This is an optimization exercise on Yosys and OpenROAD, whose aim is small area, not a production implementation.
Power and IR drop assume default switching activity.

==> flow/design.v <==
module sgp41_crc8 (
    input  wire [15:0] data,
    output reg  [7:0]  crc
);
    integer i;
    always @* begin
        crc = 8'hFF;
        for (i = 15; i >= 0; i = i - 1) begin
            if (crc[7] ^ data[i])
                crc = {crc[6:0], 1'b0} ^ 8'h31;
            else
                crc = {crc[6:0], 1'b0};
        end
    end
endmodule
module sgp41_pl (
    input  wire        clk,
    input  wire        rst,
    input  wire        req_valid,
    input  wire [2:0]  req_op,
    input  wire [7:0]  req_addr,
    input  wire [15:0] req_p0,
    input  wire [15:0] req_p1,
    output wire        busy,
    output reg         done,
    output reg  [2:0]  res_status,
    output reg  [2:0]  res_op,
    output wire [1:0]  res_nwords,
    output wire [15:0] res_w0,
    output wire [15:0] res_w1,
    output wire [15:0] res_w2,
    output reg         res_bound,
    output wire        st_pass,
    output wire        st_voc_fail,
    output wire        st_nox_fail,
    input  wire [15:0] crc_in,
    output wire [7:0]  crc_out,
    output wire        t_valid,
    output wire [2:0]  t_kind,
    output wire [7:0]  t_addr,
    output wire [7:0]  t_hnd,
    output reg  [3:0]  t_len,
    output wire [63:0] t_wdata,
    input  wire        t_done,
    input  wire        t_ok,
    input  wire [7:0]  t_rhnd,
    input  wire [71:0] t_rdata,
    output wire        z_valid,
    output reg  [8:0]  z_ms,
    input  wire        z_done
);
    localparam [2:0] OP_BEGIN      = 3'd0;
    localparam [2:0] OP_END        = 3'd1;
    localparam [2:0] OP_GET_SERIAL = 3'd2;
    localparam [2:0] OP_CONDITION  = 3'd3;
    localparam [2:0] OP_MEASURE    = 3'd4;
    localparam [2:0] OP_SELF_TEST  = 3'd5;
    localparam [2:0] OP_HEATER_OFF = 3'd6;
    localparam [2:0] OP_SOFT_RESET = 3'd7;
    localparam [2:0] ST_OK        = 3'd0;
    localparam [2:0] ST_E_OPEN    = 3'd1;
    localparam [2:0] ST_E_WRITE   = 3'd2;
    localparam [2:0] ST_E_READ    = 3'd3;
    localparam [2:0] ST_E_CRC     = 3'd4;
    localparam [2:0] ST_E_IDENT   = 3'd5;
    localparam [2:0] ST_E_NOTRDY  = 3'd6;
    localparam [2:0] PH_IDLE   = 3'd0;
    localparam [2:0] PH_OPEN   = 3'd1;    
    localparam [2:0] PH_REL    = 3'd2;    
    localparam [2:0] PH_WRITE  = 3'd3;    
    localparam [2:0] PH_WRITEG = 3'd4;    
    localparam [2:0] PH_READ   = 3'd5;    
    localparam [2:0] PH_DELAY  = 3'd6;    
    localparam [2:0] PH_ROT    = 3'd7;    
    reg [2:0]  phase;
    reg        chk;       
    reg [7:0]  hnd;
    reg [71:0] ring;
    reg [7:0]  lf;        
    reg [2:0]  bitn;      
    reg [1:0]  byten;     
    reg [1:0]  trip;      
    reg        nz;        
    reg        no;        
    function [15:0] cmd_word(input [2:0] op);
        case (op)
            OP_BEGIN, OP_GET_SERIAL: cmd_word = 16'h3682;
            OP_CONDITION:            cmd_word = 16'h2612;
            OP_MEASURE:              cmd_word = 16'h2619;
            OP_SELF_TEST:            cmd_word = 16'h280E;
            OP_HEATER_OFF:           cmd_word = 16'h3615;
            OP_SOFT_RESET:           cmd_word = 16'h0006;
            default:                 cmd_word = 16'h2E12;    
        endcase
    endfunction
    function [1:0] resp_words(input [2:0] op);
        case (op)
            OP_BEGIN, OP_GET_SERIAL: resp_words = 2'd3;
            OP_CONDITION:            resp_words = 2'd1;
            OP_MEASURE:              resp_words = 2'd2;
            OP_SELF_TEST:            resp_words = 2'd1;
            default:                 resp_words = 2'd0;
        endcase
    endfunction
    function [8:0] delay_ms(input [2:0] op);
        case (op)
            OP_BEGIN, OP_GET_SERIAL: delay_ms = 9'd1;
            OP_CONDITION:            delay_ms = 9'd50;
            OP_MEASURE:              delay_ms = 9'd50;
            OP_SELF_TEST:            delay_ms = 9'd320;
            OP_HEATER_OFF:           delay_ms = 9'd1;
            OP_SOFT_RESET:           delay_ms = 9'd20;
            default:                 delay_ms = 9'd320;      
        endcase
    endfunction
    sgp41_crc8 u_crc_port (.data(crc_in), .crc(crc_out));
    wire [1:0] n_resp = resp_words(res_op);
    assign busy     = (phase != PH_IDLE);
    assign t_valid  = (phase != PH_IDLE) && (phase != PH_DELAY) && (phase != PH_ROT);
    assign t_kind   = phase;
    assign z_valid  = (phase == PH_DELAY);
    assign t_addr   = ring[47:40];
    assign t_hnd    = hnd;
    assign t_wdata  = {cmd_word(res_op), ring[71:56], ring[47:32], ring[23:8]};
    assign res_w0     = ring[71:56];
    assign res_w1     = ring[47:32];
    assign res_w2     = ring[23:8];
    assign res_nwords = (res_status == ST_OK) ? n_resp : 2'd0;
    always @* begin
        if (phase == PH_READ)
            t_len = {n_resp[1] & n_resp[0], n_resp[1] & !n_resp[0],
                     n_resp[1] ^ n_resp[0], n_resp[0]};             
        else if (res_op == OP_CONDITION || res_op == OP_MEASURE)
            t_len = 4'd8;
        else
            t_len = 4'd2;
        z_ms = delay_ms(res_op);
    end
    assign st_pass     = (res_w0 == 16'hD400);
    assign st_voc_fail = res_w0[0];
    assign st_nox_fail = res_w0[1];
    wire rot      = (phase == PH_ROT);
    wire last_bit = &bitn;
    wire last     = last_bit & byten[1] & trip[1];
    wire keep     = (trip < n_resp);
    wire fr_p     = (trip == 2'd0) ? !byten[1] :
                    (trip == 2'd1) ? (byten == 2'd1) : (byten == 2'd0);
    wire fr_s     = (trip == 2'd1) ? (byten == 2'd0) :
                    (trip == 2'd2) && (byten == 2'd1);
    wire is_p     = chk ? !byten[1] : fr_p;
    wire is_s     = chk ? byten[1]  : fr_s;
    wire d        = ring[71];
    wire fb       = is_p & (lf[7] ^ d);
    wire ring_in  = (!chk && fr_s) ? lf[7] : (d & (keep | !chk));
    wire mism     = chk & byten[1] & keep & (d ^ lf[7]);
    wire bad_now  = (res_status == ST_E_CRC) | mism;
    wire ident    = !nz | !no;
    wire accept  = (phase == PH_IDLE) && req_valid;
    wire answer  = t_valid && t_done;
    wire ld_rd   = (phase == PH_READ) && t_done && t_ok;
    reg [2:0] phase_n;
    reg [2:0] status_n;
    reg       fin;        
    reg       clr;        
    reg       bound_n;
    always @* begin
        phase_n  = phase;
        status_n = res_status;
        fin      = 1'b0;
        clr      = 1'b0;
        bound_n  = res_bound;
        case (phase)
            PH_IDLE: if (req_valid) begin
                status_n = ST_OK;
                case (req_op)
                    OP_BEGIN: phase_n = res_bound ? PH_REL : PH_OPEN;
                    OP_END: begin
                        if (res_bound) phase_n = PH_REL;
                        else begin fin = 1'b1; clr = 1'b1; end
                    end
                    default: begin
                        if (!res_bound) begin
                            status_n = ST_E_NOTRDY;
                            fin = 1'b1; clr = 1'b1;
                        end else if (req_op == OP_CONDITION || req_op == OP_MEASURE)
                            phase_n = PH_ROT;
                        else if (req_op == OP_SOFT_RESET)
                            phase_n = PH_WRITEG;
                        else
                            phase_n = PH_WRITE;
                    end
                endcase
            end
            PH_REL: if (t_done) begin
                bound_n = 1'b0;
                if (res_op == OP_BEGIN && res_status == ST_OK)
                    phase_n = PH_OPEN;
                else begin fin = 1'b1; clr = 1'b1; end
            end
            PH_OPEN: if (t_done) begin
                if (t_ok) begin
                    bound_n = 1'b1;
                    phase_n = PH_WRITE;
                end else begin
                    status_n = ST_E_OPEN;
                    fin = 1'b1; clr = 1'b1;
                end
            end
            PH_WRITE: if (t_done) begin
                if (t_ok) phase_n = PH_DELAY;
                else begin
                    status_n = ST_E_WRITE;
                    if (res_op == OP_BEGIN) phase_n = PH_REL;
                    else begin fin = 1'b1; clr = 1'b1; end
                end
            end
            PH_WRITEG: if (t_done) phase_n = PH_DELAY;
            PH_DELAY: if (z_done) begin
                if (n_resp == 2'd0) begin fin = 1'b1; clr = 1'b1; end
                else phase_n = PH_READ;
            end
            PH_READ: if (t_done) begin
                if (t_ok) phase_n = PH_ROT;
                else begin
                    status_n = ST_E_READ;
                    if (res_op == OP_BEGIN) phase_n = PH_REL;
                    else begin fin = 1'b1; clr = 1'b1; end
                end
            end
            PH_ROT: begin
                if (mism) status_n = ST_E_CRC;
                if (last) begin
                    if (!chk) phase_n = PH_WRITE;
                    else if (bad_now || (res_op == OP_BEGIN && ident)) begin
                        status_n = bad_now ? ST_E_CRC : ST_E_IDENT;
                        if (res_op == OP_BEGIN) phase_n = PH_REL;
                        else begin fin = 1'b1; clr = 1'b1; end
                    end else
                        fin = 1'b1;
                end
            end
            default: ;
        endcase
        if (fin) phase_n = PH_IDLE;
    end
    always @(posedge clk) begin
        if (rst) begin
            phase      <= PH_IDLE;
            done       <= 1'b0;
            res_status <= ST_OK;
            res_op     <= OP_END;
            res_bound  <= 1'b0;
        end else begin
            phase      <= phase_n;
            done       <= fin;
            res_status <= status_n;
            res_bound  <= bound_n;
            if (accept) res_op <= req_op;
        end
    end
    always @(posedge clk) begin
        if (phase == PH_OPEN) hnd <= t_rhnd;
        if (phase == PH_READ) chk <= 1'b1;
        else if (phase == PH_IDLE) chk <= 1'b0;
    end
    always @(posedge clk) begin
        if (!rot)
            lf <= 8'hFF;
        else
            lf <= {lf[6:0], is_p ? fb : (is_s | lf[7])} ^ {2'b00, fb, fb, 3'b000, 1'b0};
        if (!rot) begin
            bitn  <= 3'd0;
            byten <= 2'd0;
            trip  <= 2'd0;
        end else begin
            bitn <= {bitn[2] ^ (bitn[1] & bitn[0]), bitn[1] ^ bitn[0], !bitn[0]};
            if (last_bit) begin
                byten <= {byten[0], !(byten[1] | byten[0])};    
                if (byten[1]) trip <= {trip[0], !(trip[1] | trip[0])};
            end
        end
        nz  <= rot & (nz | (!byten[1] & d));
        no  <= rot & (no | (!byten[1] & !d));
    end
    wire s_rd   = ld_rd & !rst;
    wire s_req  = accept & !clr & !rst;
    wire s_sh   = rot & !clr & !rst;
    wire s_hold = !(ld_rd | accept | rot | clr | rst);
    wire [71:0] req_v = {req_p0, 8'h00, req_addr, req_p1[15:8], 8'h00,
                         req_p1[7:0], 16'h0000};
    wire [71:0] ring_prev = {ring[70:0], ring_in};
    wire [71:0] ring_w = ({72{s_rd}} & t_rdata) | ({72{s_req}} & req_v) |
                         ({72{s_sh}} & ring_prev) | ({72{s_hold}} & ring);
    always @(posedge clk) begin
        ring[71:56] <= ring_w[71:56];
        ring[47:32] <= ring_w[47:32];
        ring[23:8]  <= ring_w[23:8];
        ring[55:48] <= ld_rd ? t_rdata[55:48] : ring[54:47];
        ring[31:24] <= ld_rd ? t_rdata[31:24] : ring[30:23];
        ring[7:0]   <= ld_rd ? t_rdata[7:0]   : {ring[6:0], ring_in};
    end
endmodule
export LEC_CHECK = 0
export CAP_MARGIN = 20
export CORE_MARGIN = 2
export CORE_UTILIZATION = 40
export SLEW_MARGIN = 20
create_clock -name core_clock -period 10.0 [get_ports {clk}]
standard.sh (not shown) runs the stock make flow with config.mk's settings and CLKGATE_MAP_FILE= SYNTH_SCRIPT=/design/flow/synth_recipe.tcl, a recipe that flattens the netlist after the stock synthesis.
==> flow/flow/run.sh <==
#!/bin/bash
# Layout flow: the standard ORFS flow (standard.sh) with three changes
# that only change how the layout is made:
#  - synthesis maps the logic with an area-oriented ABC script
#    (flow/abc_area.script) instead of ORFS's speed script; everything else in
#    the synthesis (synth_recipe.tcl and ORFS synth.tcl) is unchanged, so the
#    registers keep their standard names and cell types;
#  - the port buffers are sky130_fd_sc_hd__buf_1 (ORFS picks a larger cell);
#  - CTS uses clkbuf_8 and adds no dummy loads to balance the leaf nets.
# Each tool's output goes to a log file here; ORFS's own logs are in orfs/logs.
set -euo pipefail
here=$(pwd)
flowdir=$(cd "$(dirname "${BASH_SOURCE[0]}")" && pwd)

# synthesis script: the standard flow's, with ABC's script swapped for the area script
{
  echo "proc abc {args} {"
  echo "  set i [lsearch -exact \$args -script]"
  echo "  if {\$i >= 0} { lset args [expr {\$i + 1}] {$flowdir/abc_area.script} }"
  echo "  puts \"area flow: abc runs with \$args\""
  echo "  yosys abc {*}\$args"
  echo "}"
  cat synth_recipe.tcl
} > area_synth.tcl
sed "s#SYNTH_SCRIPT=[^ ]*synth_recipe.tcl#SYNTH_SCRIPT=$here/area_synth.tcl#" standard.sh > area_standard.sh
grep -q "SYNTH_SCRIPT=$here/area_synth.tcl" area_standard.sh

export BUFFER_PORTS_ARGS="-buffer_cell sky130_fd_sc_hd__buf_1"
export CTS_ARGS="-sink_clustering_enable -repair_clock_nets -buf_list sky130_fd_sc_hd__clkbuf_8 -dont_use_dummy_load"
bash area_standard.sh > run_standard.log 2>&1
==> flow/flow/abc_area.script <==
strash
&get -n
&deepsyn -T 30
&put
strash
dc2
dch -f
amap
topo
The starting point completed without violations.
Then changed:
--- a/flow/design.v
+++ b/flow/design.v
@@ -77,23 +77,24 @@
     reg [7:0]  hnd;
     reg [71:0] ring;
     reg [7:0]  lf;        
     reg [2:0]  bitn;      
     reg [1:0]  byten;     
     reg [1:0]  trip;      
+    reg        bad;       
     reg        nz;        
     reg        no;        
     function [15:0] cmd_word(input [2:0] op);
         case (op)
             OP_BEGIN, OP_GET_SERIAL: cmd_word = 16'h3682;
             OP_CONDITION:            cmd_word = 16'h2612;
             OP_MEASURE:              cmd_word = 16'h2619;
             OP_SELF_TEST:            cmd_word = 16'h280E;
             OP_HEATER_OFF:           cmd_word = 16'h3615;
             OP_SOFT_RESET:           cmd_word = 16'h0006;
-            default:                 cmd_word = 16'h2E12;    
+            default:                 cmd_word = 16'h0000;
         endcase
     endfunction
     function [1:0] resp_words(input [2:0] op);
         case (op)
             OP_BEGIN, OP_GET_SERIAL: resp_words = 2'd3;
             OP_CONDITION:            resp_words = 2'd1;
@@ -107,13 +108,13 @@
             OP_BEGIN, OP_GET_SERIAL: delay_ms = 9'd1;
             OP_CONDITION:            delay_ms = 9'd50;
             OP_MEASURE:              delay_ms = 9'd50;
             OP_SELF_TEST:            delay_ms = 9'd320;
             OP_HEATER_OFF:           delay_ms = 9'd1;
             OP_SOFT_RESET:           delay_ms = 9'd20;
-            default:                 delay_ms = 9'd320;      
+            default:                 delay_ms = 9'd0;
         endcase
     endfunction
     sgp41_crc8 u_crc_port (.data(crc_in), .crc(crc_out));
     wire [1:0] n_resp = resp_words(res_op);
     assign busy     = (phase != PH_IDLE);
     assign t_valid  = (phase != PH_IDLE) && (phase != PH_DELAY) && (phase != PH_ROT);
@@ -150,13 +151,13 @@
     wire is_p     = chk ? !byten[1] : fr_p;
     wire is_s     = chk ? byten[1]  : fr_s;
     wire d        = ring[71];
     wire fb       = is_p & (lf[7] ^ d);
     wire ring_in  = (!chk && fr_s) ? lf[7] : (d & (keep | !chk));
     wire mism     = chk & byten[1] & keep & (d ^ lf[7]);
-    wire bad_now  = (res_status == ST_E_CRC) | mism;
+    wire bad_now  = bad | mism;
     wire ident    = !nz | !no;
     wire accept  = (phase == PH_IDLE) && req_valid;
     wire answer  = t_valid && t_done;
     wire ld_rd   = (phase == PH_READ) && t_done && t_ok;
     reg [2:0] phase_n;
     reg [2:0] status_n;
@@ -224,23 +225,20 @@
                 else begin
                     status_n = ST_E_READ;
                     if (res_op == OP_BEGIN) phase_n = PH_REL;
                     else begin fin = 1'b1; clr = 1'b1; end
                 end
             end
-            PH_ROT: begin
-                if (mism) status_n = ST_E_CRC;
-                if (last) begin
-                    if (!chk) phase_n = PH_WRITE;
-                    else if (bad_now || (res_op == OP_BEGIN && ident)) begin
-                        status_n = bad_now ? ST_E_CRC : ST_E_IDENT;
-                        if (res_op == OP_BEGIN) phase_n = PH_REL;
-                        else begin fin = 1'b1; clr = 1'b1; end
-                    end else
-                        fin = 1'b1;
-                end
+            PH_ROT: if (last) begin
+                if (!chk) phase_n = PH_WRITE;
+                else if (bad_now || (res_op == OP_BEGIN && ident)) begin
+                    status_n = bad_now ? ST_E_CRC : ST_E_IDENT;
+                    if (res_op == OP_BEGIN) phase_n = PH_REL;
+                    else begin fin = 1'b1; clr = 1'b1; end
+                end else
+                    fin = 1'b1;
             end
             default: ;
         endcase
         if (fin) phase_n = PH_IDLE;
     end
     always @(posedge clk) begin
@@ -276,12 +274,13 @@
             bitn <= {bitn[2] ^ (bitn[1] & bitn[0]), bitn[1] ^ bitn[0], !bitn[0]};
             if (last_bit) begin
                 byten <= {byten[0], !(byten[1] | byten[0])};    
                 if (byten[1]) trip <= {trip[0], !(trip[1] | trip[0])};
             end
         end
+        bad <= rot & bad_now;
         nz  <= rot & (nz | (!byten[1] & d));
         no  <= rot & (no | (!byten[1] & !d));
     end
     wire s_rd   = ld_rd & !rst;
     wire s_req  = accept & !clr & !rst;
     wire s_sh   = rot & !clr & !rst;
=> The new run finished clean; die area decreases by 0.58%; total power increases by 9.3%; routed wire length decreases by 2.6%; clock skew stays flat; via count decreases by 2.4%; setup slack gets better by 93 ps; maximum frequency increases by 1.7%; hold slack is about the same; cell area decreases by 0.58%; clock-buffer cell count stays the same; critical path depth is unchanged; sequential share of layout area increases by 0.53 points.
Function was not checked in any run of this note: the RTL went through the layout flow alone.

## re-timing with driven ports
How much do the figures lean on ideal ports? The routed layouts below were timed once more, with nothing changed but the port constraints.
Step 1 sets driving cells, clkbuf_16 on the clock port and buf_2 on the other inputs (assumed; they add their load-dependent delay and slew).
Step 2 also shifts input and output timing later by t, the mid clock arrival at the registers, as if the neighbouring blocks saw the same clock.
a / b / c = ideal ports / drivers / drivers and shift; a / b = the first two.
| run | t, ns | setup WS [ns] | hold WS [ns] | worst slew at a driven data input, ns |
|---|---|---|---|---|
| the first run | 0.399 | 4.340 / 4.317 / 4.317 | 0.426 / 0.426 / 0.426 | 0.06 |
| the second run | 0.397 | 4.433 / 4.410 / 4.410 | 0.424 / 0.424 / 0.424 | 0.06 |
After both steps setup and hold are still met in every run listed.
